From an optimization exercise on the open Yosys and OpenROAD flow, aimed at a short achievable clock period and few clock cycles; shortcuts taken in it are not production practice. In this exercise RTL edits were held to simulation tests only and were not proved equivalent to the original. Power is estimated from default activity; no workload was simulated.

`flow/constraint.sdc`:
```
create_clock -name core_clock -period 10.0 [get_ports {clk}]
set_input_delay 2.0000 -clock core_clock [delete_from_list [all_inputs] [get_ports {clk}]]
set_output_delay 2.0000 -clock core_clock [all_outputs]
set_load 0.01 [all_outputs]
```
`flow/design.v`:
```
module cpu8_dec (
    input  wire [7:0]  b0,
    input  wire [7:0]  b1,
    input  wire [7:0]  b2,
    input  wire        v0,
    input  wire        v1,
    input  wire        v2,
    output reg         fault,
    output reg  [2:0]  fkind,
    output reg         fopv,
    output reg  [2:0]  fsel,      
    output wire        halt,      
    output wire        len3,
    output wire [14:0] ty,        
    output wire [4:0]  rsel1,     
    output wire [4:0]  rsel2      
);
    localparam E_DECODE = 3'd1;
    localparam E_BOUNDS = 3'd2;
    wire legal  = (b0 <= 8'h0E) || (b0 == 8'h10);
    wire is_h   = (b0 == 8'h10);
    wire is_l3  = (b0 == 8'h00) || (b0 == 8'h01) || (b0 == 8'h02) ||
                  (b0 == 8'h04) || (b0 == 8'h06) ||
                  (b0 == 8'h09) || (b0 == 8'h0A) || (b0 == 8'h0B);
    wire is_rr  = (b0 == 8'h00) || (b0 == 8'h01) || (b0 == 8'h02) ||
                  (b0 == 8'h09) || (b0 == 8'h0A) || (b0 == 8'h0B);
    wire is_br  = (b0 == 8'h0D) || (b0 == 8'h0E);
    wire is_ls  = (b0 == 8'h04) || (b0 == 8'h06);
    wire s1ok   = (b1 >= 8'hF0) && (b1 <= 8'hF4);
    wire s2ok   = (b2 >= 8'hF0) && (b2 <= 8'hF4);
    always @(*) begin
        fault = 1'b1;
        fopv  = 1'b1;
        fkind = E_BOUNDS;
        fsel  = 3'd3;
        if (!v0) begin
            fopv = 1'b0;
            fsel = 3'd0;
        end else if (!legal) begin
            fkind = E_DECODE;
        end else if (is_h) begin
            fault = 1'b0;
        end else if (!v1) begin
            fsel = 3'd1;
        end else if (is_l3 && !v2) begin
            fsel = 3'd2;
        end else if (!is_br && !s1ok) begin
            fkind = E_DECODE;
            fsel  = 3'd4;
        end else if (is_rr && !s2ok) begin
            fkind = E_DECODE;
            fsel  = 3'd5;
        end else if (is_ls && (b2 > 8'd99)) begin
            fsel  = 3'd5;
        end else begin
            fault = 1'b0;
        end
    end
    assign halt = v0 && is_h;
    assign len3 = is_l3;
    genvar i;
    generate
        for (i = 0; i < 15; i = i + 1) begin : g_ty
            assign ty[i] = (b0 == i);
        end
        for (i = 0; i < 5; i = i + 1) begin : g_sel
            assign rsel1[i] = (b1[2:0] == i);
            assign rsel2[i] = (b2[2:0] == i);
        end
    endgenerate
endmodule
module cpu8_core (
    input  wire       clk,
    input  wire       rst,           
    input  wire       host_we,
    input  wire       host_sel,      
    input  wire [7:0] host_addr,
    input  wire [7:0] host_wdata,
    output wire [7:0] host_rdata,    
    input  wire       start,
    input  wire [5:0] prog_len,      
    output wire       in_req,
    input  wire       in_valid,
    input  wire       in_eof,
    input  wire [7:0] in_data,
    output wire [1:0] status,        
    output wire [2:0] err_kind,
    output wire [7:0] err_pc,
    output wire       err_op_valid,
    output wire [7:0] err_opcode,
    output wire [7:0] err_detail,
    output wire [7:0] pc_o,
    output wire [7:0] reg_a,
    output wire [7:0] reg_b,
    output wire [7:0] reg_c,
    output wire [7:0] reg_d,
    output wire [7:0] reg_e,
    output wire       flag_c,
    output wire       flag_z,
    output wire       flag_v,
    output wire       flag_n,
    output wire       ev_valid,
    output wire [7:0] ev_iaddr,
    output wire [7:0] ev_opcode
);
    localparam IMAGE_MAX    = 50;
    localparam MEM_SIZE     = 100;
    localparam SCRATCH_ADDR = 10;
    localparam S_IDLE   = 2'd0;
    localparam S_RUN    = 2'd1;
    localparam S_HALTED = 2'd2;
    localparam S_FAULTED= 2'd3;
    localparam E_INPUT  = 3'd4;
    localparam T_ADD = 0, T_SUB = 1, T_ADDC = 2, T_INC = 3, T_LOAD = 4,
               T_READ = 5, T_STORE = 6, T_SHL = 7, T_SHR = 8, T_AND = 9,
               T_OR = 10, T_XOR = 11, T_CPL = 12, T_BZ = 13, T_BC = 14;
    reg [1:0] st;
    reg [63:0] inb;           
    reg [7:0] pc;             
    reg [7:0] pcs;            
    reg [7:0] x [0:4];
    reg       fc, fz, fv, fn;
    reg [7:0] mem  [0:MEM_SIZE-1];
    reg [7:0] prog [0:IMAGE_MAX-1];
    reg [2:0] ekind;
    reg [7:0] epc, eop, edet;
    reg       eopv;
    reg       evv;
    reg [7:0] ev_pc, ev_op;
    reg        i_fault;
    reg [2:0]  i_fkind;
    reg        i_fopv;
    reg [2:0]  i_fsel;
    reg        i_halt;
    reg [14:0] i_ty;
    reg [4:0]  i_rs1, i_rs2;
    reg [7:0]  i_op, i_b1, i_b2;
    reg        i_ok3;         
    wire idle = (st == S_IDLE);
    wire run  = (st == S_RUN);
    reg [7:0] h0, h1, h2;
    always @(*) begin
        h0 = prog[0];
        h1 = prog[1];
        h2 = prog[2];
        if (host_we && host_sel && host_addr == 8'd0) h0 = host_wdata;
        if (host_we && host_sel && host_addr == 8'd1) h1 = host_wdata;
        if (host_we && host_sel && host_addr == 8'd2) h2 = host_wdata;
    end
    wire        z_fault, z_fopv, z_halt, z_len3;
    wire [2:0]  z_fkind, z_fsel;
    wire [14:0] z_ty;
    wire [4:0]  z_rs1, z_rs2;
    cpu8_dec u_dec0 (
        .b0(h0), .b1(h1), .b2(h2),
        .v0(!start || prog_len > 6'd0), .v1(!start || prog_len > 6'd1),
        .v2(!start || prog_len > 6'd2),
        .fault(z_fault), .fkind(z_fkind), .fopv(z_fopv), .fsel(z_fsel),
        .halt(z_halt), .len3(z_len3), .ty(z_ty), .rsel1(z_rs1), .rsel2(z_rs2)
    );
    wire l_ge3  = (prog_len[5:2] != 4'd0) || (prog_len[1:0] == 2'd3);
    wire go0    = idle && start && i_ok3 && l_ge3;
    wire taken = run && ((i_ty[T_BZ] && fz) || (i_ty[T_BC] && fc));
    wire [7:0] n_a = taken ? i_b1 : pcs;
    reg [7:0] b0, b1, b2;
    reg       v0, v1, v2;
    integer k;
    always @(*) begin
        b0 = 8'h00; b1 = 8'h00; b2 = 8'h00;
        v0 = 1'b0;  v1 = 1'b0;  v2 = 1'b0;
        for (k = 0; k < 64; k = k + 1) begin
            if (n_a[5:0] == k) begin
                if (k < IMAGE_MAX)     b0 = prog[k];
                if (k + 1 < IMAGE_MAX) b1 = prog[k+1];
                if (k + 2 < IMAGE_MAX) b2 = prog[k+2];
                if (k < IMAGE_MAX)     v0 = inb[k];
                if (k + 1 < IMAGE_MAX) v1 = inb[k+1];
                if (k + 2 < IMAGE_MAX) v2 = inb[k+2];
            end
        end
        if (n_a[7:6] != 2'b00) begin
            v0 = 1'b0; v1 = 1'b0; v2 = 1'b0;
        end
        if (idle) begin                      
            v0 = pcs[0] ? (prog_len > 6'd3) : (prog_len > 6'd2);
            v1 = pcs[0] ? (prog_len > 6'd4) : (prog_len > 6'd3);
            v2 = pcs[0] ? (prog_len > 6'd5) : (prog_len > 6'd4);
        end
    end
    wire        n_fault, n_fopv, n_halt, n_len3;
    wire [2:0]  n_fkind, n_fsel;
    wire [14:0] n_ty;
    wire [4:0]  n_rs1, n_rs2;
    cpu8_dec u_dec (
        .b0(b0), .b1(b1), .b2(b2), .v0(v0), .v1(v1), .v2(v2),
        .fault(n_fault), .fkind(n_fkind), .fopv(n_fopv), .fsel(n_fsel),
        .halt(n_halt), .len3(n_len3), .ty(n_ty), .rsel1(n_rs1), .rsel2(n_rs2)
    );
    wire [7:0] n_a2 = n_a + 8'd2;
    wire [7:0] n_a3 = n_a + 8'd3;
    reg [7:0] va, vb;
    always @(*) begin
        va = 8'h00;
        vb = 8'h00;
        for (k = 0; k < 5; k = k + 1) begin
            va = va | ({8{i_rs1[k]}} & x[k]);
            vb = vb | ({8{i_rs2[k]}} & x[k]);
        end
    end
    wire [7:0] vmem = (i_b2 < MEM_SIZE) ? mem[i_b2] : 8'h00;
    wire       sub   = i_ty[T_SUB];
    wire       vb_z  = (vb == 8'h00);
    wire [8:0] s9    = {1'b0, va} + {1'b0, vb ^ {8{sub}}} + {8'd0, sub};
    wire [7:0] sum_r = s9[7:0];
    wire       nb7   = sub ? (!vb_z && (!vb[7] || (vb[6:0] == 7'd0))) : vb[7];
    wire       sum_c = s9[8] && !(sub && vb_z);
    wire       sum_z = (sum_r == 8'h00);
    wire       sum_v = (va[7] == nb7) && (sum_r[7] != va[7]);
    wire       sum_n = sum_r[7];
    wire [7:0] sumc_r = va + vb + {7'd0, fc};
    reg [7:0] result;
    always @(*) begin
        result = ({8{i_ty[T_ADD] | i_ty[T_SUB]}} & sum_r)
               | ({8{i_ty[T_ADDC]}}  & sumc_r)
               | ({8{i_ty[T_INC]}}   & (va + 8'd1))
               | ({8{i_ty[T_LOAD]}}  & vmem)
               | ({8{i_ty[T_READ]}}  & in_data)
               | ({8{i_ty[T_SHL]}}   & {va[6:0], 1'b0})
               | ({8{i_ty[T_SHR]}}   & {1'b0, va[7:1]})
               | ({8{i_ty[T_AND]}}   & (va & vb))
               | ({8{i_ty[T_OR]}}    & (va | vb))
               | ({8{i_ty[T_XOR]}}   & (va ^ vb))
               | ({8{i_ty[T_CPL]}}   & ~va);
    end
    wire is_arith  = i_ty[T_ADD] | i_ty[T_SUB] | i_ty[T_ADDC];
    wire wr_reg_nr = is_arith | i_ty[T_INC] | i_ty[T_LOAD] |
                     i_ty[T_SHL] | i_ty[T_SHR] | i_ty[T_AND] | i_ty[T_OR] |
                     i_ty[T_XOR] | i_ty[T_CPL];
    wire rd_ok    = run && !i_fault && i_ty[T_READ];
    wire in_fault = rd_ok && !in_valid && in_eof;
    wire adv_nr   = (run && !i_fault && !i_halt) || go0;
    wire adv      = adv_nr && (!i_ty[T_READ] || in_valid);
    assign in_req = rd_ok;
    reg [7:0] d_det;
    always @(*) begin
        case (i_fsel)
            3'd0:    d_det = pc;
            3'd1:    d_det = pc + 8'd1;
            3'd2:    d_det = pc + 8'd2;
            3'd3:    d_det = i_op;
            3'd4:    d_det = i_b1;
            default: d_det = i_b2;
        endcase
    end
    integer i;
    always @(posedge clk) begin
        if (rst) begin
            st    <= S_IDLE;
            pc    <= 8'd0;
            pcs   <= 8'd0;
            i_ok3 <= 1'b0;
            fc    <= 1'b0;
            fz    <= 1'b0;
            fv    <= 1'b0;
            fn    <= 1'b0;
            ekind <= 3'd0;
            epc   <= 8'd0;
            eop   <= 8'd0;
            eopv  <= 1'b0;
            edet  <= 8'd0;
            evv   <= 1'b0;
            ev_pc <= 8'd0;
            ev_op <= 8'd0;
            for (i = 0; i < 5; i = i + 1)
                x[i] <= 8'd0;
            for (i = 0; i < MEM_SIZE; i = i + 1)
                mem[i] <= 8'd0;
        end else begin
            evv <= 1'b0;
            if (idle && host_we) begin
                if (host_sel && host_addr < IMAGE_MAX)
                    prog[host_addr] <= host_wdata;
                if (!host_sel && host_addr < MEM_SIZE)
                    mem[host_addr] <= host_wdata;
            end
            if (idle && start) begin
                for (i = 0; i < 64; i = i + 1)
                    inb[i] <= (i < prog_len);
                st <= S_RUN;
            end
            if (adv) begin
                i_fault <= n_fault;
                i_fkind <= n_fkind;
                i_fopv  <= n_fopv;
                i_fsel  <= n_fsel;
                i_halt  <= n_halt;
                i_ty    <= n_ty;
                i_rs1   <= n_rs1;
                i_rs2   <= n_rs2;
                i_op    <= b0;
                i_b1    <= b1;
                i_b2    <= b2;
                pc      <= n_a;
                pcs     <= n_len3 ? n_a3 : n_a2;
            end else if (idle) begin
                i_fault <= z_fault;
                i_fkind <= z_fkind;
                i_fopv  <= z_fopv;
                i_fsel  <= z_fsel;
                i_halt  <= z_halt;
                i_ty    <= z_ty;
                i_rs1   <= z_rs1;
                i_rs2   <= z_rs2;
                i_op    <= h0;
                i_b1    <= h1;
                i_b2    <= h2;
                i_ok3   <= !z_fault && !z_halt && !z_ty[T_READ];
                pc      <= 8'd0;
                pcs     <= z_len3 ? 8'd3 : 8'd2;
            end
            if (run) begin
                if (i_fault) begin
                    st    <= S_FAULTED;
                    ekind <= i_fkind;
                    epc   <= pc;
                    eopv  <= i_fopv;
                    eop   <= i_fopv ? i_op : 8'd0;
                    edet  <= d_det;
                end else if (i_halt) begin
                    st    <= S_HALTED;
                    evv   <= 1'b1;
                    ev_pc <= pc;
                    ev_op <= i_op;
                end else if (in_fault) begin
                    st    <= S_FAULTED;
                    ekind <= E_INPUT;
                    epc   <= pc;
                    eopv  <= 1'b1;
                    eop   <= i_op;
                    edet  <= 8'd0;
                end
            end
            if (adv_nr) begin
                for (i = 0; i < 5; i = i + 1)
                    if (i_rs1[i] && (wr_reg_nr || (i_ty[T_READ] && in_valid)))
                        x[i] <= result;
                if (i_ty[T_STORE])
                    mem[i_b2] <= va;
                if (is_arith) begin
                    mem[SCRATCH_ADDR] <= sum_r;
                    fc <= sum_c;
                    fz <= sum_z;
                    fv <= sum_v;
                    fn <= sum_n;
                end
            end
            if (adv) begin
                evv   <= 1'b1;
                ev_pc <= pc;
                ev_op <= i_op;
            end
        end
    end
    wire [3:0] hp1n, hp2n;
    wire [7:0] hp3n;
    wire [99:0] hs;
    wire [7:0] ht [0:49];
    wire [7:0] hu [0:12];
    wire [7:0] hw [0:3];
    cpu8_hpre u_hpre (.a(host_addr), .p1n(hp1n), .p2n(hp2n), .p3n(hp3n));
    genvar gh;
    generate
        for (gh = 0; gh < MEM_SIZE; gh = gh + 1) begin : g_hs
            cpu8_hsel u_s (.a(hp1n[gh % 4]), .b(hp2n[(gh / 4) % 4]), .c(hp3n[gh / 16]),
                           .y(hs[gh]));
        end
        for (gh = 0; gh < 50; gh = gh + 1) begin : g_ht
            cpu8_hl1 u_t (.s0(hs[2*gh]), .s1(hs[2*gh+1]), .d0(mem[2*gh]), .d1(mem[2*gh+1]),
                          .y(ht[gh]));
        end
        for (gh = 0; gh < 12; gh = gh + 1) begin : g_hu
            cpu8_hl2 u_u (.a(ht[4*gh]), .b(ht[4*gh+1]), .c(ht[4*gh+2]), .d(ht[4*gh+3]),
                          .y(hu[gh]));
        end
        for (gh = 0; gh < 3; gh = gh + 1) begin : g_hw
            cpu8_hl3 u_w (.a(hu[4*gh]), .b(hu[4*gh+1]), .c(hu[4*gh+2]), .d(hu[4*gh+3]),
                          .y(hw[gh]));
        end
    endgenerate
    cpu8_hl2b u_u12 (.a(ht[48]), .b(ht[49]), .y(hu[12]));
    cpu8_hinv u_w3  (.a(hu[12]), .y(hw[3]));
    cpu8_hl2  u_out (.a(hw[0]), .b(hw[1]), .c(hw[2]), .d(hw[3]), .y(host_rdata));
    assign status       = st;
    assign err_kind     = ekind;
    assign err_pc       = epc;
    assign err_op_valid = eopv;
    assign err_opcode   = eop;
    assign err_detail   = edet;
    assign pc_o   = pc;
    assign reg_a  = x[0];
    assign reg_b  = x[1];
    assign reg_c  = x[2];
    assign reg_d  = x[3];
    assign reg_e  = x[4];
    assign flag_c = fc;
    assign flag_z = fz;
    assign flag_v = fv;
    assign flag_n = fn;
    assign ev_valid  = evv;
    assign ev_iaddr  = ev_pc;
    assign ev_opcode = ev_op;
endmodule
module cpu8_hpre (
    input  wire [7:0] a,
    output wire [3:0] p1n,
    output wire [3:0] p2n,
    output wire [7:0] p3n
);
    genvar i;
    generate
        for (i = 0; i < 4; i = i + 1) begin : g_p12
            assign p1n[i] = !(a[1:0] == i);
            assign p2n[i] = !(a[3:2] == i);
        end
        for (i = 0; i < 8; i = i + 1) begin : g_p3
            assign p3n[i] = !(a[7:4] == i);
        end
    endgenerate
endmodule
module cpu8_hsel (input wire a, input wire b, input wire c, output wire y);
    assign y = !(a || b || c);
endmodule
module cpu8_hl1 (
    input  wire       s0,
    input  wire       s1,
    input  wire [7:0] d0,
    input  wire [7:0] d1,
    output wire [7:0] y
);
    assign y = ~(({8{s0}} & d0) | ({8{s1}} & d1));
endmodule
module cpu8_hl2 (
    input  wire [7:0] a, b, c, d,
    output wire [7:0] y
);
    assign y = ~(a & b & c & d);
endmodule
module cpu8_hl2b (
    input  wire [7:0] a, b,
    output wire [7:0] y
);
    assign y = ~(a & b);
endmodule
module cpu8_hl3 (
    input  wire [7:0] a, b, c, d,
    output wire [7:0] y
);
    assign y = ~(a | b | c | d);
endmodule
module cpu8_hinv (
    input  wire [7:0] a,
    output wire [7:0] y
);
    assign y = ~a;
endmodule
```
`flow/run.sh`:
```
#!/bin/bash
# synth_recipe.tcl (not shown) runs the flow's synth.tcl, then flattens the netlist and writes it again
# the make line also repeats each setting of config.mk as NAME=value (left out here)
make -C /OpenROAD-flow-scripts/flow DESIGN_CONFIG=/design/flow/config.mk WORK_HOME=/design/flow/orfs CLKGATE_MAP_FILE= SYNTH_SCRIPT=/design/flow/synth_recipe.tcl finish
```
`flow/config.mk`:
```
export PLATFORM = sky130hd
export DESIGN_NAME = cpu8_core
export DESIGN_NICKNAME = cpu8_core
export VERILOG_FILES = /design/flow/design.v
export SDC_FILE = /design/flow/constraint.sdc
export NUM_CORES = 4
export LEC_CHECK = 0
export CAP_MARGIN = 20
export CORE_MARGIN = 2
export CORE_UTILIZATION = 40
export PLACE_DENSITY = 0.6
export SETUP_SLACK_MARGIN = 4
export SLEW_MARGIN = 20
export SYNTH_HIERARCHICAL = 1
export TNS_END_PERCENT = 10
```
==> notes.md, run 1 <==
status=complete, no violations; worst clock skew=0.0492 ns; vias in the first global route=81,698; Util after Layout=46.0%; GPL Wtd Cong=1.04; Remaining DRCs=0; Port Buf Inserts=144; Critical Setup Path Class=primary input to primary output; Startpoint Class=primary input; hold crit path type=register to register; layout cells sized above 1=22.5%; Mapped Cells=8,924; Filler Cells Inserted=22,392; Total GRT Usage=38.3%; Hold Path Stages=2; hold_buf cts=0; Synth Net Count=8,992; Worst EP arrival=4.49 ns; most used cell, CP=buf_12; logic gate share of total power=11.4%; clk slew on worst S/H paths=0.06 ns; Slew Viols, Final=0; DRT Wirelength=499,000 um; vias per inst=7.20; largest net degree at the start of global routing=98; Peak Freq=154 MHz; vias=88,575; Iter 0 DRT Violations=15,792; CP endpoint kind=primary output; Post-DRT Antenna Nets=0; nets@finish=8,897; Final min period=6.49 ns; Int Pwr=0.0121 W; Synth Area per Inst=11.1 um2; full die area=0.252 mm2; Worst path slowest cell=nor4_4; max_cap viols=0; post-DP HPWL=349,000 um; DR pass1 iterations=10; Critical Path RT=8.00 ns; Max rail drop VDD=0.177 mV; core area=0.246 mm2; hold_sp=epc[6]; Leak=37.5 nW; FF-to-FF End=pcs[7]; io pins=145; Synth Cell Area=0.0993 mm2; clock latency (worst-skew pair)=0.88 ns; Worst Path Buf+Inv=6; reg-to-reg slack, setup=4.04 ns; crit path max fanout=8; Setup violations, final=0; worst-case reg-to-reg path depth=19; FP Rows=182; Switch Pwr=0.00463 W; Final Hold Fails=0; first-pass GRT wire length=677,000 um; Clock Tree Buf Depth=3; Slew HR=11.4%; P per Cell Area=148 mW/mm2; initial antenna violation count=42; CP top delay family=simple AND/OR/NAND/NOR gates; part of the power in the clock network=41.5%; Cell Chain, Critical Path=buf_12 > buf_8 > nand4bb_4 > buf_12 > buf_12 > buf_4 > nor3_4 > a22oi_2 > nand4_1 > nor4_4 > nand4_1 > buf_2; Reg power frac=47.1%; Routed WL per cell=40.6 um; Area Overhead vs Synth=14.1%; Initial Util=40.3%; worst slew pin tran=1.32 ns; unrepaired setup endpoints after global routing=yes; Hold Path Sink=epc[6]; RR Startpoint=pcs[0]; chip width=502 um; CTS tree=done; switching part of the total power=27.6%; CTS Sinks=1,647; number of buffers created by CTS=183; CP max stage delay=0.52 ns; Warnings, synthesis=10; GRT overflow=0; Die H=502 um; Root Buffer=clkbuf_16; Tcrit/Tclk final=64.9%; Final TNS setup=0 ns; htree depth=4
-- layout make-up --
type | instances | area, um2 | share of cell area (%)
antenna | 12 | 30.0 | 0.0265
clock buffer | 223 | 4840 | 4.27
clock inverter | 116 | 1220 | 1.08
inverter | 80 | 312 | 0.275
multi-input combinational | 6296 | 48300 | 42.6
sequential | 1647 | 48300 | 42.6
tap | 3312 | 4140 | 3.66
timing repair buffer | 621 | 6210 | 5.48
-- placed cells by master, fill, tap and decap left out, drive strengths merged, types with 30 or more instances in the layout --
cell type / count
o21ai: 618
a22oi: 581
nand4: 241
o31ai: 211
nor3: 215
dfxtp: 115
clkdlybuf4s50: 119
clkinv: 82
buf: 499
o211ai: 70
nor4: 115
a221oi: 85
inv: 88
a22o: 323
or2: 51
xnor2: 30
nand2b: 42
mux4: 336
o21a: 34
nor2: 662
a222oi: 52
a21oi: 429
o22ai: 128
a31oi: 78
nor2b: 32
o221ai: 83
nand2: 1036
clkbuf: 224
a211oi: 107
edfxtp: 1532
nor3b: 45
mux2: 31
and2: 30
nand3: 120
-- layer usage --
| layer | global-route usage, % | vias up | wire [um] |
|---|---|---|---|
| li1 | - | 35454 | - |
| met1 | 50.8 | 44341 | 187000 |
| met2 | 56.2 | 7265 | 213000 |
| met3 | 10.8 | 1485 | 64200 |
| met4 | 21.4 | 30 | 34800 |
| met5 | 0 | - | 195 |
-- worst register-to-register path, stage by stage (launching register included) --
cell,delay (ns)
dfxtp_1,0.32
buf_4,0.34
nand2b_2,0.51
buf_4,0.32
nand2_1,0.31
a31oi_1,0.71
o31ai_1,0.23
nor3_1,0.40
o2111ai_1,0.29
a31oi_4,0.39
nand2_2,0.20
nand2_2,0.21
o21ai_0,0.18
nor2_2,0.28
a31oi_1,0.18
or3_1,0.45
nor3_1,0.23
xnor2_1,0.14
nand2_1,0.07
a21oi_1,0.16
-- flip-flops by register name, indices dropped and copies added (netlist names), 15 cells and up, named ones only --
name and count:
mem 1024, prog 400, inb 50, x 40, i_ty 15
-- worst max-delay path by stage --
stage                             from             to  slack, ns  depth (start not counted)
after floorplan           host_addr[0]  host_rdata[6]       4.13                          7
after global placement    host_addr[3]  host_rdata[2]       1.50                          8
after detailed placement  host_addr[3]  host_rdata[1]       1.45                          9
after CTS                 host_addr[6]  host_rdata[3]       3.60                         10
after global routing      host_addr[5]  host_rdata[4]       3.55                         12
final                     host_addr[5]  host_rdata[1]       3.51                         12
-- timing repair --
action,4_1_cts,5_1_grt
endpoints found under the setup margin,785,1087
pin swaps,136,19
cloned,4,5
buffers inserted,198,17
gates resized for setup,338,103
-- power groups by stage --
stage               clock network [W]  logic (W)  registers [W]
floorplan                           0   0.000974        0.00789
global placement                    0    0.00172        0.00805
detailed placement                  0    0.00173        0.00804
CTS                           0.00698    0.00181        0.00790
global route                  0.00723    0.00192        0.00790
finish                        0.00696    0.00191        0.00790
-- metrics by stage --
step                cell area (um2)  std cells  power [W]  hold slack, ns  setup WS (ns)
floorplan                     99300       8924    0.00886           0.443           4.13
global placement             103000      11726    0.00977           0.439           1.50
detailed placement           103000      11729    0.00977           0.445           1.45
CTS                          113000      12270     0.0167           0.456           3.60
global route                 113000      12297     0.0171           0.469           3.55
finish                       113000      12307     0.0168           0.454           3.51
Testbench counts, summed over its fixed seeds: cycles 11,748.
==> inputs of run 2 (changes only) <==
--- a/flow/config.mk
+++ b/flow/config.mk
@@ -9,4 +9,4 @@
 export CORE_MARGIN = 2
-export CORE_UTILIZATION = 40
-export PLACE_DENSITY = 0.6
+export CORE_UTILIZATION = 55
+export PLACE_DENSITY = 0.7
 export SETUP_SLACK_MARGIN = 4
==> notes.md, run 2 <==
status=complete, no violations; Critical Path RT=8.00 ns; FF+latch area=0.0483 mm2; register name with the most flops=mem; Total GRT Usage=49.6%; Die H=429 um; Root Buffer=clkbuf_16; Startpoint Class=primary input; RR Startpoint=st[0]; Area Overhead vs Synth=12.0%; Routed WL per cell=41.6 um; Final Hold Fails=0; Multi-input gate area=0.0481 mm2; hold crit path type=register to register; unrepaired setup endpoints after global routing=yes; biggest regs=mem (1024), prog (400), inb (50); clk slew on worst S/H paths=0.06 ns; largest net degree at the start of global routing=121; crit path from=host_addr[6]; Setup violations, final=0; Mapped Cells=8,924; Tcrit/Tclk final=67.1%; Critical Setup Path Class=primary input to primary output; CP endpoint kind=primary output; nets@finish=8,852; Peak Freq=149 MHz; DRT Wirelength=470,000 um; Clock Tree Buf Depth=3; Max rail drop VDD=0.157 mV; Synth Area per Inst=11.1 um2; placed insts=10,767; io pins=145; Worst path slowest cell=nor4_4; number of buffers created by CTS=176; initial antenna violation count=21; GRT overflow=0; full die area=0.184 mm2; worst-case reg-to-reg path depth=17; Critical Path End=host_rdata[1]; DR pass1 iterations=12; Cell Chain, Critical Path=buf_12 > or4b_4 > buf_12 > nor3_4 > buf_6 > buf_4 > a22oi_2 > nand4_1 > nor4_4 > nand4_1 > buf_2; FF-to-FF End=i_fkind[1]; worst slew pin tran=1.33 ns; post-DP HPWL=324,000 um; Post-DRT Antenna Nets=0; Synth Net Count=8,992; PnR worst setup slack=3.29 ns; Leak=37.0 nW; commonest cells after routing, fill and taps aside=edfxtp_1, nand2_1, nor2_1; Iter 0 DRT Violations=18,724; max_cap viols=0; clock latency (worst-skew pair)=0.89 ns; FP Rows=155; post-place setup slack=1.26 ns; Port Buf Inserts=144; most common cell after layout, fill and taps aside=edfxtp_1; chip width=429 um; Synth Cell Area=0.0993 mm2; CP max stage delay=0.66 ns; fin cells=11,302; vias=90,293; Warnings, synthesis=10; GPL Wtd Cong=1.09; Filler Cells Inserted=14,017; first-pass GRT wire length=646,000 um; P per Cell Area=147 mW/mm2; CTS Sinks=1,647; reg-to-reg slack, setup=3.39 ns; layout cells sized above 1=21.4%; vias in the first global route=82,273; Final TNS setup=0 ns; vias per inst=7.99; Initial Util=55.5%; Worst EP arrival=4.71 ns; number of flip-flops in the largest register=1,024; crit path max fanout=5; Slew HR=10.3%; Slew Viols, Final=0; worst clock skew=0.0375 ns; htree depth=4; CTS tree=done; core area=0.179 mm2; Remaining DRCs=0; Final min period=6.71 ns
==> run 2: changes by cell type in the layout (fill, tap and decap cells not counted), sizes merged <==
cell      change
bufinv        -1
or2           -1
clkinvlp      -6
clkbuf       -10
clkinv        +4
nand2b        +1
nor2          -1
buf          -40
diode        +10
inv           -4
==> run 2: power by group <==
part           internal, W  total, W  leakage (nW)  switching [W]
Clock              0.00362   0.00660          2.73        0.00298
Combinational     0.000608   0.00190          18.4        0.00129
Sequential         0.00767   0.00790          15.8       0.000233
==> run 2: final cells by class <==
type / count / share of cell area (%)
multi-input combinational: 6295 / 43.3
sequential: 1647 / 43.5
clock inverter: 109 / 0.944
timing repair buffer: 584 / 5.24
antenna: 22 / 0.0495
inverter: 80 / 0.280
clock buffer: 210 / 4.11
tap: 2355 / 2.65
==> run 2: worst min path at each step <==
| stage | start | to | slack (ns) | depth (start not counted) |
|---|---|---|---|---|
| after CTS | eop[3] | eop[3] | 0.46 | 2 |
| after floorplan | pcs[6] | pcs[6] | 0.44 | 2 |
| after detailed placement | ekind[0] | ekind[0] | 0.45 | 2 |
| final | ev_op[7] | ev_op[7] | 0.46 | 2 |
| after global placement | ev_pc[5] | ev_pc[5] | 0.44 | 2 |
| after global routing | ev_op[7] | ev_op[7] | 0.47 | 2 |
==> run 2: through the flow <==
stage	power (W)	utilization (%)	cell area [um2]	hold slack [ns]
after floorplan	0.00886	-	99300	0.443
after global placement	0.00970	56.8	102000	0.438
after detailed placement	0.00972	56.8	102000	0.447
after CTS	0.0162	61.3	110000	0.458
after global routing	0.0166	62.1	111000	0.473
final	0.0164	62.1	111000	0.458
==> run 2: critical path, delay by kind of cell <==
kind / cells / cell delay (ns)
simple gates: 5 / 1.72
buf+inv: 5 / 0.82
compound gates: 1 / 0.15
==> run 2: repair_timing <==
| item | 4_1_cts | 5_1_grt |
|---|---|---|
| endpoints found under the hold margin | 0 | 0 |
| endpoints found under the setup margin | 524 | 989 |
| buffers inserted | 112 | 62 |
| resized for setup | 305 | 106 |
| pin swaps | 94 | 72 |
| gates cloned | 9 | 2 |
| hold buffers | 0 | 0 |
==> run 2: metal layers <==
metal  global-route usage [%]  routed length [um]  vias to the layer above
met3                     18.6               76000                     2184
met4                     35.6               44000                       22
met1                     61.7              154000                    43540
met2                     71.1              196000                     9190
met5                        0                 295                        -
li1                         -                   -                    35357
==> inputs of run 3 (changes only) <==
--- a/flow/design.v
+++ b/flow/design.v
@@ -140,11 +140,6 @@
     wire run  = (st == S_RUN);
-    reg [7:0] h0, h1, h2;
-    always @(*) begin
-        h0 = prog[0];
-        h1 = prog[1];
-        h2 = prog[2];
-        if (host_we && host_sel && host_addr == 8'd0) h0 = host_wdata;
-        if (host_we && host_sel && host_addr == 8'd1) h1 = host_wdata;
-        if (host_we && host_sel && host_addr == 8'd2) h2 = host_wdata;
-    end
+    wire [7:0] h0 = prog[0];
+    wire [7:0] h1 = prog[1];
+    wire [7:0] h2 = prog[2];
+    reg        w012;
     wire        z_fault, z_fopv, z_halt, z_len3;
@@ -161,3 +156,3 @@
     wire l_ge3  = (prog_len[5:2] != 4'd0) || (prog_len[1:0] == 2'd3);
-    wire go0    = idle && start && i_ok3 && l_ge3;
+    wire go0    = idle && start && i_ok3 && !w012 && l_ge3;
     wire taken = run && ((i_ty[T_BZ] && fz) || (i_ty[T_BC] && fc));
@@ -240,3 +235,4 @@
     wire in_fault = rd_ok && !in_valid && in_eof;
-    wire adv_nr   = (run && !i_fault && !i_halt) || go0;
+    wire adv_run  = run && !i_fault && !i_halt;            
+    wire adv_nr   = adv_run || go0;
     wire adv      = adv_nr && (!i_ty[T_READ] || in_valid);
@@ -261,2 +257,3 @@
             i_ok3 <= 1'b0;
+            w012  <= 1'b1;
             fc    <= 1'b0;
@@ -316,3 +313,5 @@
                 i_b2    <= h2;
-                i_ok3   <= !z_fault && !z_halt && !z_ty[T_READ];
+                w012    <= host_we && host_sel && (host_addr < 8'd3);
+                i_ok3   <= !z_fault && !z_halt && !z_ty[T_READ] && !z_ty[T_STORE] &&
+                           !z_ty[T_ADD] && !z_ty[T_SUB] && !z_ty[T_ADDC];
                 pc      <= 8'd0;
@@ -346,2 +345,4 @@
                         x[i] <= result;
+            end
+            if (adv_run) begin
                 if (i_ty[T_STORE])
@@ -421,3 +422,3 @@
         for (i = 0; i < 4; i = i + 1) begin : g_p12
-            assign p1n[i] = !(a[1:0] == i);
+            assign p1n[i] = !((a[1:0] == i) && !a[7]);
             assign p2n[i] = !(a[3:2] == i);
@@ -425,3 +426,3 @@
         for (i = 0; i < 8; i = i + 1) begin : g_p3
-            assign p3n[i] = !(a[7:4] == i);
+            assign p3n[i] = !(a[6:4] == i);
         end
--- a/flow/config.mk
+++ b/flow/config.mk
@@ -9,4 +9,4 @@
 export CORE_MARGIN = 2
-export CORE_UTILIZATION = 55
-export PLACE_DENSITY = 0.7
+export CORE_UTILIZATION = 40
+export PLACE_DENSITY = 0.6
 export SETUP_SLACK_MARGIN = 4
@@ -14,2 +14,2 @@
 export SYNTH_HIERARCHICAL = 1
-export TNS_END_PERCENT = 10
+export TNS_END_PERCENT = 100
==> notes.md, run 3 <==
Critical Path RT=8.00 ns; chip width=480 um; logic gate share of total power=10.6%; initial antenna violation count=30; biggest regs=mem (1024), prog (400), inb (50); status=complete, no violations; most common cell after layout, fill and taps aside=edfxtp_1; io pins=145; vias=73,933; number of flip-flops in the largest register=1,024; Worst EP arrival=4.44 ns; Setup violations, final=0; register name with the most flops=mem; worst clock skew=0.0364 ns; CP endpoint kind=primary output; vias in the first global route=68,220; Slew Viols, Final=0; Mapped Cells=7,513; post-DP HPWL=284,000 um; Synth Net Count=7,581; Max rail drop VDD=0.139 mV; Leak=36.5 nW; Port Buf Inserts=144; core area=0.225 mm2; clk slew on worst S/H paths=0.06 ns; Final Hold Fails=0; Iter 0 DRT Violations=12,759; Area Overhead vs Synth=14.9%; Initial Util=40.3%; Reg power frac=47.3%; Final min period=6.44 ns; first-pass GRT wire length=549,000 um; max_cap viols=0; P per Cell Area=160 mW/mm2; CTS Sinks=1,648; hold_buf cts=0; DR pass1 iterations=10; switching part of the total power=26.1%; commonest cells after routing, fill and taps aside=edfxtp_1, nor2_1, nand2_1; Clock Tree Buf Depth=3; Root Buffer=clkbuf_16; hold crit path type=register to register; Slew HR=9.92%; unrepaired setup endpoints after global routing=yes; Peak Freq=155 MHz; Startpoint Class=primary input; Remaining DRCs=0; CTS tree=done; Tcrit/Tclk final=64.4%; part of the power in the clock network=42.0%; full die area=0.231 mm2; final hold slack=0.452 ns; Critical Setup Path Class=primary input to primary output; Synth Cell Area=0.0908 mm2; clock latency (worst-skew pair)=0.86 ns; Routed WL per cell=36.7 um; Filler Cells Inserted=20,118; htree depth=4; Final TNS setup=0 ns; Total GRT Usage=33.4%; GPL Wtd Cong=1.05; GRT overflow=0; number of buffers created by CTS=184; placed insts=10,230; Post-DRT Antenna Nets=0; Die H=480 um; Int Pwr=0.0124 W; Synth Area per Inst=12.1 um2; layout cells sized above 1=23.0%; Warnings, synthesis=10; worst slew pin tran=1.34 ns; DRT Wirelength=395,000 um; nets@finish=7,671; Switch Pwr=0.00436 W; largest net degree at the start of global routing=102; crit path max fanout=8; fin cells=10,764; FP Rows=174; vias per inst=6.87
==> run 3: cell count changes in the layout (fill, tap and decap cells not counted), sizes merged, moves of 57 or more <==
cell | before | now
nand2b | 43 | 142
a21oi | 429 | 244
a22o | 323 | 28
o21ai | 618 | 237
o31ai | 211 | 29
buf | 459 | 402
nor2 | 661 | 1213
nand2 | 1036 | 533
nand4 | 241 | 170
==> run 3: repair_timing <==
| action | in CTS | in global routing |
|---|---|---|
| buffers inserted | 139 | 26 |
| endpoints found under the setup margin | 137 | 25 |
| pin swaps | 105 | 38 |
| gates cloned | 12 | 0 |
| gates resized for setup | 362 | 47 |
==> run 3: path summary, 6_finish.rpt <==
check	end	startpoint	slack [ns]	depth (start not counted)
worst max-delay path	host_rdata[6]	host_addr[1]	3.56	12
worst min-delay path	edet[5]	edet[5]	0.45	2
worst min register to register	edet[5]	edet[5]	0.45	2
worst max register to register	i_fkind[1]	i_b1[1]	3.78	15
==> run 3: cell type report <==
cell class | count | area (um2) | area share (%)
flip-flops and latches | 1648 | 48400 | 46.4
multi-input cells | 5155 | 40500 | 38.9
repair buffers | 522 | 5050 | 4.84
clock buffers | 232 | 5020 | 4.81
well taps | 2992 | 3740 | 3.59
clock inverters | 106 | 1200 | 1.15
inverters | 92 | 345 | 0.331
diodes | 17 | 42.5 | 0.0408
==> run 3: layer usage <==
layer / vias up / GRT usage (%) / wire length [um]
met2: 5655 / 48.2 / 168000
met5: - / 0 / 306
li1: 29906 / - / -
met4: 22 / 14.5 / 20200
met1: 37361 / 46.1 / 155000
met3: 989 / 10.4 / 51700
==> run 3: critical path, cell delays in order <==
cell,delay [ns]
buf_12,0.11
or3b_4,0.30
buf_12,0.14
buf_12,0.17
buf_12,0.12
nor3_4,0.04
buf_4,0.17
a22oi_4,0.19
nand4_1,0.16
nor4_4,0.43
nand4_1,0.32
buf_2,0.25
==> run 3: stage by stage <==
step | setup slack [ns] | util [%] | area (um2) | total power (W)
after global routing | 3.54 | 46.3 | 104000 | 0.0171
after CTS | 3.61 | 46.1 | 104000 | 0.0167
after floorplan | 4.15 | - | 90800 | 0.00885
final | 3.56 | 46.3 | 104000 | 0.0167
after global placement | 1.44 | 42.0 | 94600 | 0.00966
after detailed placement | 1.58 | 42.0 | 94600 | 0.00966
==> run 3: power by group through the flow <==
| stage | Clock, W | Combinational [W] | Sequential [W] |
|---|---|---|---|
| finish | 0.00703 | 0.00178 | 0.00792 |
| global route | 0.00735 | 0.00180 | 0.00792 |
| CTS | 0.00707 | 0.00172 | 0.00791 |
| detailed placement | 0 | 0.00161 | 0.00805 |
| global placement | 0 | 0.00161 | 0.00806 |
| floorplan | 0 | 0.000945 | 0.00790 |
Testbench counts of run 3, summed over its fixed seeds: cycles 11,748.
==> inputs of run 4 (changes only) <==
--- a/flow/design.v
+++ b/flow/design.v
@@ -419,2 +419,4 @@
 );
+    wire [7:0] an;
+    cpu8_hinv1 u_inv [7:0] (.a(a), .y(an));
     genvar i;
@@ -422,7 +424,9 @@
         for (i = 0; i < 4; i = i + 1) begin : g_p12
-            assign p1n[i] = !((a[1:0] == i) && !a[7]);
-            assign p2n[i] = !(a[3:2] == i);
+            cpu8_nand3 u_p1 (.a(i[0] ? a[0] : an[0]), .b(i[1] ? a[1] : an[1]), .c(an[7]),
+                             .y(p1n[i]));
+            cpu8_nand2 u_p2 (.a(i[0] ? a[2] : an[2]), .b(i[1] ? a[3] : an[3]), .y(p2n[i]));
         end
         for (i = 0; i < 8; i = i + 1) begin : g_p3
-            assign p3n[i] = !(a[6:4] == i);
+            cpu8_nand3 u_p3 (.a(i[0] ? a[4] : an[4]), .b(i[1] ? a[5] : an[5]),
+                             .c(i[2] ? a[6] : an[6]), .y(p3n[i]));
         end
@@ -430,2 +434,11 @@
 endmodule
+module cpu8_hinv1 (input wire a, output wire y);
+    assign y = !a;
+endmodule
+module cpu8_nand2 (input wire a, input wire b, output wire y);
+    assign y = !(a && b);
+endmodule
+module cpu8_nand3 (input wire a, input wire b, input wire c, output wire y);
+    assign y = !(a && b && c);
+endmodule
 module cpu8_hsel (input wire a, input wire b, input wire c, output wire y);
==> notes.md, run 4 <==
status=complete, no violations; hold crit path type=register to register; Filler Cells Inserted=20,085; Worst EP arrival=4.59 ns; io pins=145; FP Rows=174; Critical Setup Path Class=primary input to primary output; crit path max fanout=6; Cell Chain, Critical Path=buf_12 > clkinvlp_4 > nand3_4 > buf_12 > nor3_4 > a22oi_2 > nand4_1 > nor4_4 > nand4_1 > buf_2; first-pass GRT wire length=546,000 um; Remaining DRCs=0; full die area=0.229 mm2; DRT Wirelength=395,000 um; Iter 0 DRT Violations=13,447; Initial Util=40.2%; commonest cells after routing, fill and taps aside=edfxtp_1, nor2_1, nand2_1; Synth Net Count=7,482; Startpoint Class=primary input; logic gate share of total power=10.7%; Max rail drop VDD=0.132 mV; Root Buffer=clkbuf_16; biggest regs=mem (1024), prog (400), inb (50); max_cap viols=0; post-place setup slack=1.40 ns; htree depth=4; Die H=478 um; Synth Cell Area=0.0901 mm2; Worst Path Buf+Inv=4; switching part of the total power=26.6%; Leak=35.5 nW; Clock Tree Buf Depth=3; core area=0.224 mm2; clk slew on worst S/H paths=0.06 ns; Port Buf Inserts=144; worst clock skew=0.0724 ns; CP max stage delay=0.72 ns; chip width=478 um; part of the power in the clock network=41.4%; vias per inst=6.83; Routed WL per cell=37.2 um; vias=72,664; number of flip-flops in the largest register=1,024; Final TNS setup=0 ns; Synth Area per Inst=12.1 um2; GRT overflow=0; Slew Viols, Final=0; Switch Pwr=0.00440 W; Final Hold Fails=0; DR pass1 iterations=10; CTS Sinks=1,648; Setup violations, final=0; CTS tree=done; largest net degree at the start of global routing=102; most common cell after layout, fill and taps aside=edfxtp_1; register name with the most flops=mem; Tcrit/Tclk final=65.9%; number of buffers created by CTS=179; Worst path slowest cell=nor4_4; Total GRT Usage=33.6%; nets@finish=7,552; Final min period=6.59 ns; Tot Pwr=0.0165 W; GPL Wtd Cong=1.06; Reg power frac=47.8%; P per Cell Area=160 mW/mm2; post-DP HPWL=286,000 um; vias in the first global route=66,775; layout cells sized above 1=23.0%; Critical Path RT=8.00 ns; clock latency (worst-skew pair)=0.88 ns; Area Overhead vs Synth=14.3%; Post-DRT Antenna Nets=0; Int Pwr=0.0121 W; Slew HR=11.1%; CP top delay family=simple AND/OR/NAND/NOR gates; CP endpoint kind=primary output; worst slew pin tran=1.32 ns; Peak Freq=152 MHz; Warnings, synthesis=10; PnR worst setup slack=3.41 ns; Mapped Cells=7,414; initial antenna violation count=19; unrepaired setup endpoints after global routing=yes
## run 4: cell types whose count changed in the layout (fill, tap and decap cells not counted), sizes merged, moves of 15 or more
cell    previous run  this run
nand3            105       123
nor2            1213      1188
o22ai            148       188
buf              402       387
clkbuf           233       216
o221ai            58        30
a21oi            244       212
nor3             169       187
a221oi            61        46
a22oi            547       576
a221o             33        15
## run 4: power groups by stage
stage	Combinational [W]	Sequential (W)	Clock [W]
6_report	0.00177	0.00791	0.00685
2_1_floorplan	0.000951	0.00790	0
5_1_grt	0.00181	0.00791	0.00716
3_5_place_dp	0.00161	0.00804	0
4_1_cts	0.00171	0.00790	0.00690
3_3_place_gp	0.00161	0.00805	0
## run 4: tightest hold or removal path: stages (launching register included)
cell and delay, ns:
dfxtp_1 0.31, nand2_1 0.05, a21oi_1 0.05
## run 4: routing by layer
layer	vias to the layer above	global-route usage (%)	share of wire (%)
li1	29459	-	-
met1	37092	48.8	41
met2	5339	47.3	42
met3	762	10.8	14
met4	12	10.5	3.8
met5	-	0	0.068
## run 4: what timing repair did
item | in CTS | in global routing
resized for setup | 316 | 43
hold buffers | 0 | 0
pin swaps | 103 | 31
setup endpoints to repair | 334 | 384
gates cloned | 7 | 1
endpoints found under the hold margin | 0 | 0
buffers inserted | 129 | 22
## run 4: per-stage QoR
| stage | instances | util, % | instance area, um2 | hold WS, ns |
|---|---|---|---|---|
| after floorplan | 7414 | - | 90100 | 0.443 |
| after global placement | 10132 | 41.9 | 94000 | 0.443 |
| after detailed placement | 10136 | 41.9 | 94000 | 0.450 |
| after CTS | 10603 | 45.7 | 103000 | 0.458 |
| after global routing | 10627 | 45.9 | 103000 | 0.477 |
| final | 10632 | 45.9 | 103000 | 0.456 |
## run 4: final cells by class
class	count	area (um2)	share of cell area, %
tap	2992	3740	3.64
sequential	1648	48300	46.9
multi-input combinational	5063	39700	38.6
timing repair buffer	507	4820	4.68
antenna	6	15.0	0.0146
clock buffer	215	4670	4.53
clock inverter	116	1290	1.26
inverter	85	343	0.333
## run 4: path summary, 6_finish.rpt
| path | startpoint | to | slack [ns] | cells after the start |
|---|---|---|---|---|
| min reg2reg | eop[0] | eop[0] | 0.46 | 2 |
| min | eop[0] | eop[0] | 0.46 | 2 |
| max | host_addr[6] | host_rdata[2] | 3.41 | 10 |
| max reg2reg | i_b1[4] | i_fkind[1] | 3.86 | 16 |
Testbench counts of run 4, summed over its fixed seeds: cycles 11,748.
==> inputs of run 5 (changes only) <==
--- a/flow/design.v
+++ b/flow/design.v
@@ -381,3 +381,3 @@
         end
-        for (gh = 0; gh < 12; gh = gh + 1) begin : g_hu
+        for (gh = 0; gh < 11; gh = gh + 1) begin : g_hu
             cpu8_hl2 u_u (.a(ht[4*gh]), .b(ht[4*gh+1]), .c(ht[4*gh+2]), .d(ht[4*gh+3]),
@@ -385,9 +385,10 @@
         end
+        for (gh = 0; gh < 2; gh = gh + 1) begin : g_hu3
+            cpu8_hl2c u_u (.a(ht[44+3*gh]), .b(ht[45+3*gh]), .c(ht[46+3*gh]), .y(hu[11+gh]));
+        end
         for (gh = 0; gh < 3; gh = gh + 1) begin : g_hw
-            cpu8_hl3 u_w (.a(hu[4*gh]), .b(hu[4*gh+1]), .c(hu[4*gh+2]), .d(hu[4*gh+3]),
-                          .y(hw[gh]));
+            cpu8_hl3c u_w (.a(hu[3*gh]), .b(hu[3*gh+1]), .c(hu[3*gh+2]), .y(hw[gh]));
         end
     endgenerate
-    cpu8_hl2b u_u12 (.a(ht[48]), .b(ht[49]), .y(hu[12]));
-    cpu8_hinv u_w3  (.a(hu[12]), .y(hw[3]));
+    cpu8_hl3d u_w3 (.a(hu[9]), .b(hu[10]), .c(hu[11]), .d(hu[12]), .y(hw[3]));
     cpu8_hl2  u_out (.a(hw[0]), .b(hw[1]), .c(hw[2]), .d(hw[3]), .y(host_rdata));
@@ -461,19 +462,19 @@
 endmodule
-module cpu8_hl2b (
-    input  wire [7:0] a, b,
+module cpu8_hl3c (
+    input  wire [7:0] a, b, c,
     output wire [7:0] y
 );
-    assign y = ~(a & b);
+    assign y = ~(a | b | c);
 endmodule
-module cpu8_hl3 (
-    input  wire [7:0] a, b, c, d,
+module cpu8_hl2c (
+    input  wire [7:0] a, b, c,
     output wire [7:0] y
 );
-    assign y = ~(a | b | c | d);
+    assign y = ~(a & b & c);
 endmodule
-module cpu8_hinv (
-    input  wire [7:0] a,
+module cpu8_hl3d (
+    input  wire [7:0] a, b, c, d,
     output wire [7:0] y
 );
-    assign y = ~a;
+    assign y = ~(a | b | c | d);
 endmodule
--- a/flow/config.mk
+++ b/flow/config.mk
@@ -7,3 +7,3 @@
 export LEC_CHECK = 0
-export CAP_MARGIN = 20
+export CAP_MARGIN = 35
 export CORE_MARGIN = 2
==> notes.md, run 5 <==
status=complete, no violations; Synth Area per Inst=12.1 um2; Initial Util=40.2%; Root Buffer=clkbuf_16; RR Startpoint=i_b1[5]; Synth Cell Area=0.0901 mm2; Final TNS setup=0 ns; number of buffers created by CTS=181; biggest regs=mem (1024), prog (400), inb (50); Max rail drop VDD=0.150 mV; CP endpoint kind=primary output; post-DP HPWL=289,000 um; chip width=479 um; Mapped Cells=7,414; crit path from=host_addr[2]; CP max stage delay=0.36 ns; clk slew on worst S/H paths=0.06 ns; worst slew pin tran=1.19 ns; Clock Tree Buf Depth=3; Critical Path End=host_rdata[7]; most common cell after layout, fill and taps aside=edfxtp_1; final hold slack=0.458 ns; Cell Chain, Critical Path=buf_16 > clkinvlp_4 > nand2_4 > buf_12 > buf_6 > nor3_4 > buf_12 > buf_12 > a22oi_2 > nand4_1 > nor3_2 > nand4_1 > buf_2; Setup violations, final=0; Tcrit/Tclk final=63.5%; full die area=0.229 mm2; register name with the most flops=mem; FF+latch area=0.0483 mm2; worst clock skew=0.0482 ns; commonest cells after routing, fill and taps aside=edfxtp_1, nor2_1, nand2_1; Area Overhead vs Synth=15.2%; FP Rows=174; DR pass1 iterations=9; unrepaired setup endpoints after global routing=yes; vias per inst=6.84; Final min period=6.35 ns; clock latency (worst-skew pair)=0.86 ns; Leak=35.9 nW; GRT overflow=0; nets@finish=7,607; Iter 0 DRT Violations=12,863; Post-DRT Antenna Nets=0; Critical Setup Path Class=primary input to primary output; core area=0.224 mm2; Slew HR=20.2%; Port Buf Inserts=144; DRT Wirelength=397,000 um; most used cell, CP=buf_12; Total GRT Usage=33.7%; hold crit path type=register to register; Filler Cells Inserted=20,127; Routed WL per cell=37.2 um; Slew Viols, Final=0; crit path max fanout=7; Startpoint Class=primary input; vias in the first global route=67,154; Final Hold Fails=0; Critical Path RT=8.00 ns; CTS tree=done; P per Cell Area=160 mW/mm2; GPL Wtd Cong=1.06; Die H=479 um; Util after Layout=46.3%; worst-case reg-to-reg path depth=16; io pins=145; Peak Freq=158 MHz; layout cells sized above 1=23.6%; htree depth=4; Warnings, synthesis=10; reg-to-reg slack, setup=3.84 ns; max_cap viols=0; Synth Net Count=7,482; Worst path slowest cell=nor3_2; Worst EP arrival=4.35 ns; Multi-input gate area=0.0396 mm2; number of flip-flops in the largest register=1,024; first-pass GRT wire length=548,000 um; initial antenna violation count=23; largest net degree at the start of global routing=129; vias=73,149; Remaining DRCs=0; CTS Sinks=1,648; FF-to-FF End=i_fsel[2]
## run 5: metrics by stage
stage	area [um2]	total power [W]	std cells	setup WS (ns)
floorplan	90100	0.00885	7414	4.11
global placement	93900	0.00968	10132	1.31
detailed placement	94400	0.00969	10174	1.39
CTS	103000	0.0166	10623	3.67
global route	104000	0.0169	10683	3.66
finish	104000	0.0166	10696	3.65
## run 5: area by class of cell
type / instances / area share, %
clock buffers: 218 / 4.71
repair buffers: 562 / 5.42
flip-flops and latches: 1648 / 46.6
inverters: 77 / 0.304
diodes: 14 / 0.0338
clock inverters: 116 / 1.11
multi-input cells: 5069 / 38.2
well taps: 2992 / 3.61
## run 5: per-layer routing
layer | track usage [%] | part of all wire, %
met3 | 11.2 | 13
met1 | 47.5 | 40
met4 | 11.3 | 4.3
met2 | 48.5 | 42
met5 | 0 | 0.059
## run 5: timing repair
item | 4_1_cts | 5_1_grt
hold buffers | 0 | 0
cloned | 4 | 0
buffers inserted | 111 | 38
gates resized for setup | 313 | 57
hold endpoints to repair | 0 | 0
pin swaps | 81 | 38
endpoints found under the setup margin | 38 | 82
## run 5: power breakdown
group	switching (W)	internal, W	total, W
sequential	0.000233	0.00768	0.00791
combinational	0.00119	0.000631	0.00182
clock	0.00295	0.00392	0.00687
total	0.00438	0.0122	0.0166
## run 5: worst min path at each step
stage / slack (ns) / start / endpoint / cells after the start
2_1_floorplan: 0.44 / pcs[6] / pcs[6] / 2
3_3_place_gp: 0.44 / eop[6] / eop[6] / 2
3_5_place_dp: 0.45 / epc[7] / epc[7] / 2
4_1_cts: 0.46 / eop[1] / eop[1] / 2
5_1_grt: 0.48 / eop[0] / eop[0] / 2
6_report: 0.46 / eop[1] / eop[1] / 2
## run 5: critical path: cells and delay by family
kind | cells | cell delay, ns
buffers and inverters | 7 | 1.07
AND/OR/NAND/NOR | 5 | 1.10
AO/OA/AOI/OAI | 1 | 0.14
Testbench counts of run 5, summed over its fixed seeds: cycles 11,748.
==> inputs of run 6 (changes only) <==
--- a/flow/design.v
+++ b/flow/design.v
@@ -420,4 +420,2 @@
 );
-    wire [7:0] an;
-    cpu8_hinv1 u_inv [7:0] (.a(a), .y(an));
     genvar i;
@@ -425,9 +423,7 @@
         for (i = 0; i < 4; i = i + 1) begin : g_p12
-            cpu8_nand3 u_p1 (.a(i[0] ? a[0] : an[0]), .b(i[1] ? a[1] : an[1]), .c(an[7]),
-                             .y(p1n[i]));
-            cpu8_nand2 u_p2 (.a(i[0] ? a[2] : an[2]), .b(i[1] ? a[3] : an[3]), .y(p2n[i]));
+            assign p1n[i] = !((a[1:0] == i) && !a[7]);
+            assign p2n[i] = !(a[3:2] == i);
         end
         for (i = 0; i < 8; i = i + 1) begin : g_p3
-            cpu8_nand3 u_p3 (.a(i[0] ? a[4] : an[4]), .b(i[1] ? a[5] : an[5]),
-                             .c(i[2] ? a[6] : an[6]), .y(p3n[i]));
+            assign p3n[i] = !(a[6:4] == i);
         end
@@ -435,11 +431,2 @@
 endmodule
-module cpu8_hinv1 (input wire a, output wire y);
-    assign y = !a;
-endmodule
-module cpu8_nand2 (input wire a, input wire b, output wire y);
-    assign y = !(a && b);
-endmodule
-module cpu8_nand3 (input wire a, input wire b, input wire c, output wire y);
-    assign y = !(a && b && c);
-endmodule
 module cpu8_hsel (input wire a, input wire b, input wire c, output wire y);
==> notes.md, run 6 <==
DR pass1 iterations=8; Die H=480 um; Slew Viols, Final=0; Synth Net Count=7,581; hold_buf cts=0; vias in the first global route=68,896; crit path max fanout=7; worst slew pin tran=1.07 ns; most common cell after layout, fill and taps aside=edfxtp_1; RR Startpoint=fc; Synth Area per Inst=12.1 um2; register name with the most flops=mem; Area Overhead vs Synth=16.1%; GPL Wtd Cong=1.04; DRT Wirelength=400,000 um; Post-DRT Antenna Nets=0; Remaining DRCs=0; P per Cell Area=159 mW/mm2; PnR worst setup slack=3.69 ns; FF+latch area=0.0484 mm2; worst clock skew=0.0760 ns; hold crit path type=register to register; crit path from=host_addr[1]; nets@finish=7,749; hold_sp=eop[7]; number of buffers created by CTS=181; Final TNS setup=0 ns; largest net degree at the start of global routing=106; max_cap viols=0; Port Buf Inserts=144; vias per inst=6.85; Setup violations, final=0; Total GRT Usage=33.7%; Initial Util=40.3%; Post-DP Area=0.0952 mm2; Leak=37.1 nW; clock latency (worst-skew pair)=0.87 ns; CTS Sinks=1,648; Clock Tree Buf Depth=3; core area=0.225 mm2; vias=74,283; number of flip-flops in the largest register=1,024; layout cells sized above 1=23.8%; commonest cells after routing, fill and taps aside=edfxtp_1, nor2_1, nand2_1; Critical Path RT=8.00 ns; CP endpoint kind=primary output; Synth Cell Area=0.0908 mm2; Worst EP arrival=4.31 ns; chip width=480 um; initial antenna violation count=20; Mapped Cells=7,513; Max rail drop VDD=0.143 mV; Multi-input gate area=0.0404 mm2; biggest regs=mem (1024), prog (400), inb (50); Routed WL per cell=36.9 um; Slew HR=28.4%; Critical Setup Path Class=primary input to primary output; post-DP HPWL=286,000 um; Startpoint Class=primary input; unrepaired setup endpoints after global routing=yes; Final min period=6.31 ns; full die area=0.231 mm2; htree depth=4; status=complete, no violations; post-place setup slack=1.79 ns; Filler Cells Inserted=20,156; clk slew on worst S/H paths=0.06 ns; io pins=145; Peak Freq=159 MHz; FP Rows=174; Final Hold Fails=0; Iter 0 DRT Violations=12,536; final instance area=0.105 mm2; Root Buffer=clkbuf_16; GRT overflow=0; Warnings, synthesis=10; first-pass GRT wire length=555,000 um; CTS tree=done; Tcrit/Tclk final=63.1%
[run 6: worst max-delay path, cell delays in order]
cell,delay (ns)
buf_12,0.11
or3b_4,0.35
buf_12,0.20
nor3_4,0.06
buf_6,0.13
a22oi_2,0.14
nand4_1,0.26
nor3_4,0.47
nand4_1,0.30
buf_2,0.23
[run 6: final timing paths]
kind                         to  slack (ns)  cells past startpoint
setup / recovery  host_rdata[7]        3.69                     10
hold / removal           eop[7]        0.46                      2
setup reg to reg        i_fault        3.83                     16
hold reg to reg          eop[7]        0.46                      2
[run 6: power breakdown]
group	total [W]	internal [W]	leakage, nW	switching [W]
clock network	0.00708	0.00400	3.00	0.00308
logic	0.00175	0.000621	18.3	0.00113
registers	0.00790	0.00768	15.8	0.000224
[run 6: area by class of cell]
class | count | share of cell area [%]
diodes | 15 | 0.0356
clock buffers | 210 | 4.45
clock inverters | 127 | 1.51
inverters | 84 | 0.299
multi-input cells | 5163 | 38.3
flip-flops and latches | 1648 | 45.9
well taps | 2992 | 3.55
repair buffers | 603 | 5.94
[run 6: what timing repair did]
action                                  4_1_cts  5_1_grt
setup buffers                               142       40
gates resized for setup                     331       54
endpoints found under the setup margin      245       73
gates cloned                                 11        3
pin swaps                                   130       52
[run 6: metal layers]
layer  GRT usage, %  wire [um]  up-vias
li1               -          -    30072
met1           45.3     153000    37567
met2           52.0     179000     5495
met3           7.36      43600     1127
met4           16.0      24600       22
met5              0        168        -
[run 6: metrics by stage]
| stage | power, W | hold slack (ns) | cells | util [%] |
|---|---|---|---|---|
| 2_1_floorplan | 0.00885 | 0.443 | 7513 | - |
| 3_3_place_gp | 0.00963 | 0.440 | 10222 | 42.0 |
| 3_5_place_dp | 0.00964 | 0.447 | 10272 | 42.3 |
| 4_1_cts | 0.0167 | 0.456 | 10762 | 46.4 |
| 5_1_grt | 0.0171 | 0.477 | 10832 | 46.8 |
| 6_report | 0.0167 | 0.456 | 10842 | 46.8 |
Testbench counts of run 6, summed over its fixed seeds: cycles 11,748.
==> inputs of run 7 (changes only) <==
--- a/flow/design.v
+++ b/flow/design.v
@@ -367,4 +367,4 @@
     wire [99:0] hs;
-    wire [7:0] ht [0:49];
-    wire [7:0] hu [0:12];
+    wire [7:0] ht [0:47];
+    wire [7:0] hu [0:11];
     wire [7:0] hw [0:3];
@@ -377,3 +377,3 @@
         end
-        for (gh = 0; gh < 50; gh = gh + 1) begin : g_ht
+        for (gh = 0; gh < 44; gh = gh + 1) begin : g_ht
             cpu8_hl1 u_t (.s0(hs[2*gh]), .s1(hs[2*gh+1]), .d0(mem[2*gh]), .d1(mem[2*gh+1]),
@@ -381,3 +381,8 @@
         end
-        for (gh = 0; gh < 11; gh = gh + 1) begin : g_hu
+        for (gh = 0; gh < 4; gh = gh + 1) begin : g_ht3
+            cpu8_hl1c u_t (.s0(hs[88+3*gh]), .s1(hs[89+3*gh]), .s2(hs[90+3*gh]),
+                           .d0(mem[88+3*gh]), .d1(mem[89+3*gh]), .d2(mem[90+3*gh]),
+                           .y(ht[44+gh]));
+        end
+        for (gh = 0; gh < 12; gh = gh + 1) begin : g_hu
             cpu8_hl2 u_u (.a(ht[4*gh]), .b(ht[4*gh+1]), .c(ht[4*gh+2]), .d(ht[4*gh+3]),
@@ -385,6 +390,3 @@
         end
-        for (gh = 0; gh < 2; gh = gh + 1) begin : g_hu3
-            cpu8_hl2c u_u (.a(ht[44+3*gh]), .b(ht[45+3*gh]), .c(ht[46+3*gh]), .y(hu[11+gh]));
-        end
-        for (gh = 0; gh < 3; gh = gh + 1) begin : g_hw
+        for (gh = 0; gh < 4; gh = gh + 1) begin : g_hw
             cpu8_hl3c u_w (.a(hu[3*gh]), .b(hu[3*gh+1]), .c(hu[3*gh+2]), .y(hw[gh]));
@@ -392,3 +394,2 @@
     endgenerate
-    cpu8_hl3d u_w3 (.a(hu[9]), .b(hu[10]), .c(hu[11]), .d(hu[12]), .y(hw[3]));
     cpu8_hl2  u_out (.a(hw[0]), .b(hw[1]), .c(hw[2]), .d(hw[3]), .y(host_rdata));
@@ -449,9 +450,14 @@
 endmodule
-module cpu8_hl3c (
-    input  wire [7:0] a, b, c,
+module cpu8_hl1c (
+    input  wire       s0,
+    input  wire       s1,
+    input  wire       s2,
+    input  wire [7:0] d0,
+    input  wire [7:0] d1,
+    input  wire [7:0] d2,
     output wire [7:0] y
 );
-    assign y = ~(a | b | c);
+    assign y = ~(({8{s0}} & d0) | ({8{s1}} & d1) | ({8{s2}} & d2));
 endmodule
-module cpu8_hl2c (
+module cpu8_hl3c (
     input  wire [7:0] a, b, c,
@@ -459,9 +465,3 @@
 );
-    assign y = ~(a & b & c);
-endmodule
-module cpu8_hl3d (
-    input  wire [7:0] a, b, c, d,
-    output wire [7:0] y
-);
-    assign y = ~(a | b | c | d);
+    assign y = ~(a | b | c);
 endmodule
==> notes.md, run 7 <==
clk slew on worst S/H paths=0.06 ns; number of flip-flops in the largest register=1,024; core area=0.224 mm2; initial antenna violation count=35; nets@finish=7,602; hold crit path type=register to register; Root Buffer=clkbuf_16; clock latency (worst-skew pair)=0.87 ns; Synth Area per Inst=12.2 um2; P per Cell Area=159 mW/mm2; worst clock skew=0.0725 ns; Tcrit/Tclk final=62.9%; CP max stage delay=0.46 ns; status=complete, no violations; CTS Sinks=1,648; Die H=479 um; DR pass1 iterations=11; Mapped Cells=7,391; Remaining DRCs=0; biggest regs=mem (1024), prog (400), inb (50); Post-DRT Antenna Nets=0; Critical Setup Path Class=primary input to primary output; hold_buf cts=0; largest net degree at the start of global routing=113; GRT overflow=0; Initial Util=40.2%; vias=73,526; chip width=479 um; unrepaired setup endpoints after global routing=yes; Slew HR=13.6%; CTS tree=done; Max rail drop VDD=0.130 mV; worst slew pin tran=1.26 ns; first-pass GRT wire length=563,000 um; max_cap viols=0; post-place setup slack=1.72 ns; Total GRT Usage=34.7%; Warnings, synthesis=10; Synth Cell Area=0.0902 mm2; vias in the first global route=68,110; Final Hold Fails=0; layout cells sized above 1=23.6%; Setup violations, final=0; Critical Path RT=8.00 ns; Leak=36.4 nW; CP endpoint kind=primary output; Util after Layout=46.4%; commonest cells after routing, fill and taps aside=edfxtp_1, nor2_1, nand2_1; Iter 0 DRT Violations=12,859; htree depth=4; most common cell after layout, fill and taps aside=edfxtp_1; Peak Freq=159 MHz; io pins=145; register name with the most flops=mem; Synth Net Count=7,459; GPL Wtd Cong=1.03; Area Overhead vs Synth=15.5%; FP Rows=174; number of buffers created by CTS=181; Routed WL per cell=38.2 um; Worst path slowest cell=nor3_2; Port Buf Inserts=144; crit path max fanout=5; Filler Cells Inserted=20,079; Cell Chain, Critical Path=buf_16 > or3b_4 > buf_12 > buf_4 > nor3_4 > buf_4 > a22oi_2 > nand4_1 > nor3_2 > nand4_1 > buf_2; DRT Wirelength=409,000 um; Worst EP arrival=4.29 ns; Final TNS setup=0 ns; PnR worst setup slack=3.71 ns; post-DP HPWL=295,000 um; Startpoint Class=primary input; vias per inst=6.87; Final min period=6.29 ns; Clock Tree Buf Depth=3; Slew Viols, Final=0; full die area=0.229 mm2
[run 7: cell type report]
class                      count  area, um2  share of cell area, %
timing repair buffer         566       6000                   5.76
multi-input combinational   5059      39600                   38.0
tap                         2992       3740                   3.59
antenna                       21       52.6                 0.0504
clock buffer                 207       4660                   4.47
sequential                  1648      48300                   46.4
inverter                      78        293                  0.281
clock inverter               135       1480                   1.42
[run 7: worst paths after layout]
kind                    to  slack, ns    startpoint  cells after the start
max          host_rdata[4]       3.71  host_addr[4]                     11
min                  i_ok3       0.45         i_ok3                      2
max reg2reg     i_fkind[1]       3.95       i_b1[3]                     16
min reg2reg          i_ok3       0.45         i_ok3                      2
[run 7: power by group]
part           switching [W]  internal, W
combinational        0.00111     0.000571
sequential          0.000217      0.00768
clock                0.00303      0.00394
total                0.00436       0.0122
[run 7: routing by layer]
metal / global-route usage [%] / vias to the layer above / wire [um]
met5: 0 / - / 137
met4: 19.0 / 20 / 27100
met3: 8.31 / 1106 / 46500
met2: 52.7 / 5650 / 181000
met1: 45.8 / 37156 / 154000
li1: - / 29594 / -
[run 7: worst max-delay path, delay by kind of cell]
| family | cells | cell delay [ns] |
|---|---|---|
| AOI/OAI and AO/OA | 1 | 0.18 |
| and+or+nand+nor | 5 | 1.34 |
| buffers and inverters | 5 | 0.75 |
[run 7: metrics by stage]
| stage | cell area, um2 | total power [W] | instances | hold WS, ns |
|---|---|---|---|---|
| final | 104000 | 0.0165 | 10706 | 0.454 |
| after global routing | 104000 | 0.0169 | 10694 | 0.470 |
| after CTS | 103000 | 0.0165 | 10616 | 0.453 |
| after detailed placement | 94200 | 0.00958 | 10140 | 0.447 |
| after global placement | 93800 | 0.00957 | 10100 | 0.439 |
| after floorplan | 90200 | 0.00880 | 7391 | 0.427 |
[run 7: what timing repair did]
item | CTS | global route
resized for setup | 309 | 60
setup buffers | 124 | 53
pin swaps | 111 | 73
endpoints found under the setup margin | 30 | 22
gates cloned | 10 | 1
hold endpoints to repair | 0 | 0
Testbench counts of run 7, summed over its fixed seeds: cycles 11,748.

[afterwards: timing with drivers on the ports]
In the flow no input, the clock included, has a driving cell. The finished layouts below were timed again as built, in two steps.
Step 1 (the two cells are an assumption about what drives the block):
set clk [get_ports {clk}]
set_driving_cell -lib_cell sky130_fd_sc_hd__clkbuf_16 $clk
set_driving_cell -lib_cell sky130_fd_sc_hd__buf_2 [delete_from_list [all_inputs] $clk]
Step 2 adds t to the input delays and takes it off the output delays; t is the mean of the earliest and latest rising clock arrival at the registers after step 1. Input paths then give back, and output paths get back, about the clock's delay inside the block.
Slacks: ideal ports / drivers / drivers and shift; pairs: ideal ports / drivers.
run	t (ns)	slack for setup (ns)	latest minus earliest clock arrival (ns)	worst data-port slew with drivers (ns)
run 1	0.952	3.514 / 3.390 / 2.674	0.070 / 0.070	0.19
run 2	0.962	3.290 / 3.154 / 2.681	0.051 / 0.052	0.17
run 3	0.926	3.558 / 3.511 / 3.122	0.042 / 0.042	0.13
run 4	0.959	3.409 / 3.187 / 3.187	0.078 / 0.077	0.24
run 5	0.915	3.652 / 3.456 / 3.456	0.055 / 0.055	0.20
run 6	0.929	3.695 / 3.515 / 3.275	0.081 / 0.081	0.29
run 7	0.952	3.711 / 3.453 / 3.453	0.089 / 0.089	0.30
After both steps every run listed still meets setup and hold. For run 1, which loses most, drivers alone change the setup slack by -0.124 ns; drivers and shift together by -0.840 ns.
